Background: an optimization exercise with open tools, aiming at small area, a short achievable clock period and few clock cycles. Do not read the settings as production practice. Only simulation tests tie the RTL to the original design; equivalence was not proved. Power is estimated from default activity; no workload was simulated.

`design/flow/design.v`:
```
module ring_buffer_fifo #(
    parameter MAX_STORAGE = 512
) (
    input  wire        clk,
    input  wire        rst,
    input  wire        cmd_valid,
    output wire        cmd_ready,
    input  wire [31:0] cmd_word,
    input  wire        din_valid,
    output wire        din_ready,
    input  wire [7:0]  din_data,
    output wire        dout_valid,
    input  wire        dout_ready,
    output wire [7:0]  dout_data,
    output wire        rsp_valid,
    input  wire        rsp_ready,
    output wire [1:0]  rsp_status,
    output wire [31:0] rsp_value,
    output wire        ev_trunc
);
    localparam IDX_W = (MAX_STORAGE > 1) ? $clog2(MAX_STORAGE) : 1;
    localparam CAP_W = $clog2(MAX_STORAGE + 1);
    localparam [7:0] OP_CONFIGURE = 8'h10;
    localparam [7:0] OP_RESET     = 8'h11;
    localparam [7:0] OP_PUSH      = 8'h12;
    localparam [7:0] OP_POP       = 8'h13;
    localparam [7:0] OP_CHECKSUM  = 8'h20;
    localparam [7:0] OP_RDREG     = 8'h30;
    localparam [1:0] ST_OK      = 2'd0;
    localparam [1:0] ST_PARTIAL = 2'd1;
    localparam [1:0] ST_INVCAP  = 2'd2;
    localparam [1:0] ST_ILLEGAL = 2'd3;
    localparam [2:0] S_IDLE = 3'd0;
    localparam [2:0] S_EXEC = 3'd1;
    localparam [2:0] S_PUSH = 3'd2;
    localparam [2:0] S_POP  = 3'd3;
    localparam [2:0] S_CRC  = 3'd4;
    localparam [2:0] S_RESP = 3'd5;
    reg [2:0]  state;
    reg [7:0]  op;
    reg [23:0] arg;
    reg [7:0]       storage [0:MAX_STORAGE-1];
    reg [CAP_W-1:0] capacity;
    reg [IDX_W-1:0] head;
    reg [IDX_W-1:0] tail;
    reg [31:0]      total_pushed;
    reg [31:0]      total_popped;
    reg        ready;
    reg [15:0] crc;
    reg [23:0] count;       
    reg [23:0] remaining;   
    reg [1:0]  status_r;
    reg [31:0] value_r;
    reg        trunc_r;
    wire [CAP_W-1:0] head_plus1 = head + 1'b1;
    wire [CAP_W-1:0] tail_plus1 = tail + 1'b1;
    wire [IDX_W-1:0] head_next  = (head_plus1 == capacity) ? {IDX_W{1'b0}} : head_plus1[IDX_W-1:0];
    wire [IDX_W-1:0] tail_next  = (tail_plus1 == capacity) ? {IDX_W{1'b0}} : tail_plus1[IDX_W-1:0];
    wire rb_empty = (head == tail);
    wire rb_full  = (head_next == tail);
    wire [CAP_W-1:0] occupancy = (head >= tail) ? (head - tail)
                                                : (capacity - tail + head);
    wire [7:0] crc_idx = crc[15:8] ^ din_data;
    reg  [15:0] tbl_val;
    integer b;
    always @(*) begin
        tbl_val = {crc_idx, 8'h00};
        for (b = 0; b < 8; b = b + 1) begin
            if (tbl_val[15])
                tbl_val = {tbl_val[14:0], 1'b0} ^ 16'h1021;
            else
                tbl_val = {tbl_val[14:0], 1'b0};
        end
    end
    wire [15:0] crc_next = {crc[7:0], 8'h00} ^ tbl_val;
    reg [31:0] rdreg_val;
    always @(*) begin
        case (arg[3:0])
            4'd0:    rdreg_val = {{(32-CAP_W){1'b0}}, capacity};
            4'd1:    rdreg_val = {{(32-IDX_W){1'b0}}, head};
            4'd2:    rdreg_val = {{(32-IDX_W){1'b0}}, tail};
            4'd3:    rdreg_val = {30'd0, rb_full, rb_empty};
            4'd4:    rdreg_val = {{(32-CAP_W){1'b0}}, occupancy};
            4'd5:    rdreg_val = total_pushed;
            4'd6:    rdreg_val = total_popped;
            4'd7:    rdreg_val = {31'd0, ready};
            4'd8:    rdreg_val = MAX_STORAGE;
            default: rdreg_val = 32'd0;
        endcase
    end
    assign cmd_ready  = (state == S_IDLE);
    assign din_ready  = ((state == S_PUSH) || (state == S_CRC)) && (remaining != 24'd0);
    assign dout_valid = (state == S_POP) && (count != arg) && !rb_empty;
    assign dout_data  = storage[tail];
    assign rsp_valid  = (state == S_RESP);
    assign rsp_status = status_r;
    assign rsp_value  = value_r;
    assign ev_trunc   = (state == S_RESP) && trunc_r;
    wire cmd_fire  = cmd_valid && cmd_ready;
    wire din_fire  = din_valid && din_ready;
    wire dout_fire = dout_valid && dout_ready;
    wire rsp_fire  = rsp_valid && rsp_ready;
    always @(posedge clk) begin
        if (state == S_PUSH && din_fire && !rb_full)
            storage[head] <= din_data;
    end
    always @(posedge clk) begin
        if (rst) begin
            state        <= S_IDLE;
            op           <= 8'd0;
            arg          <= 24'd0;
            capacity     <= MAX_STORAGE;
            head         <= {IDX_W{1'b0}};
            tail         <= {IDX_W{1'b0}};
            total_pushed <= 32'd0;
            total_popped <= 32'd0;
            ready        <= 1'b0;
            crc          <= 16'hFFFF;
            count        <= 24'd0;
            remaining    <= 24'd0;
            status_r     <= ST_OK;
            value_r      <= 32'd0;
            trunc_r      <= 1'b0;
        end else begin
            case (state)
                S_IDLE: begin
                    if (cmd_fire) begin
                        op    <= cmd_word[31:24];
                        arg   <= cmd_word[23:0];
                        state <= S_EXEC;
                    end
                end
                S_EXEC: begin
                    trunc_r <= 1'b0;
                    count   <= 24'd0;
                    case (op)
                        OP_CONFIGURE: begin
                            if (arg == 24'd0 || arg > MAX_STORAGE) begin
                                status_r <= ST_INVCAP;
                                value_r  <= 32'd0;
                            end else begin
                                capacity <= arg[CAP_W-1:0];
                                head     <= {IDX_W{1'b0}};
                                tail     <= {IDX_W{1'b0}};
                                status_r <= ST_OK;
                                value_r  <= 32'd1;
                            end
                            state <= S_RESP;
                        end
                        OP_RESET: begin
                            if (arg != 24'd0) begin
                                status_r <= ST_ILLEGAL;
                            end else begin
                                head         <= {IDX_W{1'b0}};
                                tail         <= {IDX_W{1'b0}};
                                total_pushed <= 32'd0;
                                total_popped <= 32'd0;
                                status_r     <= ST_OK;
                            end
                            value_r <= 32'd0;
                            state   <= S_RESP;
                        end
                        OP_PUSH: begin
                            remaining <= arg;
                            state     <= S_PUSH;
                        end
                        OP_POP: begin
                            state <= S_POP;
                        end
                        OP_CHECKSUM: begin
                            ready     <= 1'b1;
                            crc       <= 16'hFFFF;
                            remaining <= arg;
                            state     <= S_CRC;
                        end
                        OP_RDREG: begin
                            if (arg > 24'd8) begin
                                status_r <= ST_ILLEGAL;
                                value_r  <= 32'd0;
                            end else begin
                                status_r <= ST_OK;
                                value_r  <= rdreg_val;
                            end
                            state <= S_RESP;
                        end
                        default: begin
                            status_r <= ST_ILLEGAL;
                            value_r  <= 32'd0;
                            state    <= S_RESP;
                        end
                    endcase
                end
                S_PUSH: begin
                    if (remaining == 24'd0) begin
                        total_pushed <= total_pushed + {8'd0, count};
                        status_r     <= (count == arg) ? ST_OK : ST_PARTIAL;
                        value_r      <= {8'd0, count};
                        trunc_r      <= (count != arg);
                        state        <= S_RESP;
                    end else if (din_fire) begin
                        if (!rb_full) begin
                            head  <= head_next;
                            count <= count + 1'b1;
                        end
                        remaining <= remaining - 1'b1;
                    end
                end
                S_POP: begin
                    if (count == arg || rb_empty) begin
                        total_popped <= total_popped + {8'd0, count};
                        status_r     <= (count == arg) ? ST_OK : ST_PARTIAL;
                        value_r      <= {8'd0, count};
                        state        <= S_RESP;
                    end else if (dout_fire) begin
                        tail  <= tail_next;
                        count <= count + 1'b1;
                    end
                end
                S_CRC: begin
                    if (remaining == 24'd0) begin
                        status_r <= ST_OK;
                        value_r  <= {16'd0, crc};
                        state    <= S_RESP;
                    end else if (din_fire) begin
                        crc       <= crc_next;
                        remaining <= remaining - 1'b1;
                    end
                end
                S_RESP: begin
                    if (rsp_fire)
                        state <= S_IDLE;
                end
                default: state <= S_IDLE;
            endcase
        end
    end
endmodule
```
`design/flow/constraint.sdc`:
```
create_clock -name core_clock -period 10.0 [get_ports {clk}]
set_input_delay 2.0000 -clock core_clock [delete_from_list [all_inputs] [get_ports {clk}]]
set_output_delay 2.0000 -clock core_clock [all_outputs]
set_load 0.01 [all_outputs]
```
`design/flow/config.mk`:
```
export PLATFORM = sky130hd
export DESIGN_NAME = ring_buffer_fifo
export DESIGN_NICKNAME = ring_buffer_fifo
export VERILOG_FILES = /design/flow/design.v
export SDC_FILE = /design/flow/constraint.sdc
export NUM_CORES = 4
export LEC_CHECK = 0
export CAP_MARGIN = 20
export CORE_MARGIN = 2
export CORE_UTILIZATION = 40
export SLEW_MARGIN = 20
export SYNTH_MEMORY_MAX_BITS = 16384
```
`design/flow/run.sh`:
```
#!/bin/bash
# synth_recipe.tcl (not shown) runs the flow's synth.tcl, then flattens the netlist and writes it again
# the make line also repeats each setting of config.mk as NAME=value (left out here)
make -C /OpenROAD-flow-scripts/flow DESIGN_CONFIG=/design/flow/config.mk WORK_HOME=/design/flow/orfs CLKGATE_MAP_FILE= SYNTH_SCRIPT=/design/flow/synth_recipe.tcl finish
```
==> metrics.md <==
| Metric | Value |
|---|---|
| Outcome | `complete, no violations` |
| Layout Nets | `8775` |
| Design area | `just under 200000 um2` |
| Register area | `about 130000 um2` |
| Mapped Area | `173000 um2` |
| Top FF cell, synth | `edfxtp_1` |
| Register area share after synthesis | `about three quarters` |
| Global route total overflow | `0` |
| Max Transition Viols Final | `0` |
| Commonest non-fill, non-tap cell in the layout | `edfxtp_1` |
| Max Clock Skew | `a little under 100 ps` |
| Switching share of total power | `a little over a fifth` |
| Worst skew pair latency | `between 1000 and 1500 ps` |
| Post-CTS setup buffers | `0` |
| Crit Path Class | `reg -> out` |
| Final hold viol count | `0` |
| Yosys warnings | `1` |
| Final period utilization | `82.0%` |
| Fin util | `a little under half` |
| Length of the first detailed-routing pass in iterations | `6` |
| Post-Synthesis Cells | `~8500` |
| Routed length per instance | `29.8 um` |
| Fill count | `35800` |
| CP endpoint kind | `primary output` |
| CP required | `8000 ps` |
| Fraction of layout cells with a size suffix above 1 | `between 20 and 25%` |
| First-pass GRT wire length | `~630 mm` |
| Detailed-route via count | `85300` |
| Final ANT Viol Nets | `0` |
| Async S/R FF share, synth | `0%` |
| Vias in the first global route | `about 87000` |
| Pwr/cell area | `around 190 nW/um2` |
| Die Span Y | `~660 um` |
| Worst slack, placed | `~2700 ps` |
| Synth top area share | `71.1%` |
| Routed WL | `439 mm` |
| HPWL after DPL | `between 200 and 300 mm` |
| Peak supply drop | `approximately 0.15 mV` |
| Final setup vio count | `0` |
| Core Area | `431000 um2` |
| Synth area leader | `edfxtp_1` |
| Internal power | `between 20 and 30 mW` |
| Clock transition at path regs | `about 60 ps` |
| Post-DP Area | `about 180000 um2` |
| Initial core utilization | `about two fifths` |
| Ranking of synthesized cells by area | `edfxtp_1 (71%), mux4_2 (18%), dfxtp_1 (2.7%), nor2_1 (1.4%), clkbuf_1 (0.67%)` |
| Count of cell types in the netlist | `between 80 and 90` |
| # H-tree levels | `5` |
| Detailed-route DRC error count | `0` |
| HP Class | `reg -> reg` |
| Worst setup margin | `approximately 1800 ps` |
| Leading cell types in the layout, fill and taps excluded | `edfxtp_1 (4096), mux4_2 (1360), nor2_1 (638)` |
| Gr usage total | `about a fifth` |
| Largest net degree at the start of global routing | `210` |
| DIE WIDTH | `approximately 660 um` |
| Clock Sinks | `between 4000 and 5000` |
| Post-cts sizing count | `0` |
| Comb pwr share | `under 10%` |
| Yosys reg bits | `~4300` |
| Worst slew pin tran | `1250 ps` |
| DIE AREA | `around 440000 um2` |
| DRT iter0 DRCs | `a little under 10000` |
| Site row count | `about 240` |
| Crit Path Max Fanout | `34` |
| CTS tree | `yes` |
| Share of total power in sequential cells | `between 50 and 60%` |
| Total negative slack | `0 ps` |
| Tmin final | `8200 ps` |
| Unrepaired setup endpoints after global routing | `false` |
| CTS root buf | `clkbuf_16` |
| F_max | `roughly 120 MHz` |
| Bufs on Longest Clock Path | `4` |
| PortBufs | `92` |
| Final GP Congestion | `between 0.8 and 0.9` |
| Max-cap violations | `0` |
| Arr. time, crit path | `approximately 6200 ps` |
| Mean Syn Cell Area | `roughly 20 um2` |
| Number of flops mapped to enable cells by yosys | `between 4000 and 5000` |
| CTS Buf Count | `about 440` |
| Hold Buf Count CTS | `0` |
| Num ports | `93` |
| Hold slack | `457 ps` |
| Hold_sp | `op[3]` |
| Multi-input gate area | `around 43000 um2` |
| Vias per inst | `5.79` |
| Initial antenna violation count | `27` |
| Worst r2r src | `head[6]` |
| Clock group share of total power | `42.7%` |
| Area Overhead vs Synth | `12.6%` |
| Slew HR | `16.4%` |
| Syn_nets | `between 8000 and 9000` |
| Net switching power | `around 7.9 mW` |
| Setup crit start kind | `flop` |
| Lkg Pwr | `57.7 nW` |
==> power by group through the flow <==
stage	Combinational [mW]	Clock (mW)	Sequential, mW
after floorplan	0.589	0	20.4
after global placement	1.20	0	20.4
after detailed placement	1.23	0	20.4
after CTS	1.24	16.1	20.0
after global routing	1.38	16.8	20.0
final	1.26	15.9	20.0
==> per-stage QoR <==
stage,std cells,power (mW)
CTS,14700,37.4
global placement,13900,21.6
global route,14700,38.2
detailed placement,13900,21.6
finish,14700,37.1
floorplan,8454,21.0
==> metal layers <==
layer / global-route usage [%] / wire (um) / vias to the layer above
li1: - / - / 35400
met1: 27.3 / 178000 / 45700
met2: 32.2 / 212000 / 3498
met3: 3.89 / 34700 / 710
met4: 6.02 / 14200 / 12
met5: 0 / 80 / -
==> worst max-delay path: stages, from the launching register on <==
cell	delay [ps]
dfxtp_4	980
buf_4	610
buf_4	490
mux4_2	570
mux4_2	530
mux4_2	580
mux4_2	510
mux2_2	380
clkdlybuf4s50_1	510
==> cells by family (layout without fill, tap and decap cells) <==
group           count (synthesis)  in the layout  share of synthesized area (%)
compound gates                542            542                           2.00
buf+inv                       586           1139                           1.39
other cells                     0              6                              0
fa+ha+maj                      85             85                          0.667
xor+xnor                      153            153                          0.811
mux                          1376           1376                           17.8
flops                        4332           4332                           73.8
simple gates                 1380           1380                           3.53
==> path summary, 6_finish.rpt <==
path	endpoint	slack, ps	cells after the start
worst max-delay path	dout_data[4]	1800	8
worst min-delay path	op[3]	460	2
worst max register to register	storage[120][4]	3420	12
worst min register to register	op[3]	460	2
==> Yosys cell counts, types with 22 or more instances <==
library cell	n
dfxtp_1	236
a21oi_1	195
a22oi_1	33
buf_2	122
nor3_1	98
buf_1	78
nand2b_1	43
and3_1	27
a21o_1	31
nor2_1	661
xor2_1	58
nand3_1	121
inv_1	65
nand2_1	288
mux4_2	1360
edfxtp_1	4096
or3_1	22
o21ai_0	100
nand4_1	26
ha_1	73
xnor2_1	90
clkbuf_1	307
==> flip-flops by register name, summed over array words and instances, names as in the netlist, 9 cells and up, named ones only <==
signal,flops
total_popped,32
value_r,32
crc,16
storage,4096
arg,24
count,24
capacity,10
remaining,24
total_pushed,32
tail,9
head,9
==> area by class of cell <==
type                    count  area share, %
flip-flops and latches   4332           65.5
multi-input cells        3536           22.1
clock buffers             549           5.91
well taps                5710           3.67
repair buffers            268           1.41
clock inverters           253           1.17
inverters                  69          0.133
diodes                      6        0.00770
Testbench counts, summed over its fixed seeds: cycles 62,289.

## static timing again, ports no longer ideal
In the flow no input, the clock included, has a driving cell. The finished layout below was timed again as built, in two steps.
Step 1 (the two cells are an assumption about what drives the block):
set clk [get_ports {clk}]
set_driving_cell -lib_cell sky130_fd_sc_hd__clkbuf_16 $clk
set_driving_cell -lib_cell sky130_fd_sc_hd__buf_2 [delete_from_list [all_inputs] $clk]
Step 2 moves the port delays by t, midway between the first and last clock arrival at a register: inputs arrive t later, outputs are due t later. That takes back most of the time a late clock gives input paths.
Three values: ideal ports, drivers, drivers and shift; two values: the first two.
shift t [ns]: 1.050
setup slack, ns: 1.801 / 1.698 / 2.749
clock arrival spread, ns: 0.136 / 0.135
slew at the worst register clock pin (ns): 0.07 / 0.07
cell pins on the clock port's net: 1
After both steps setup and hold are still met in this run. For this run, drivers alone change the setup slack by -0.103 ns; drivers and shift together by +0.948 ns.
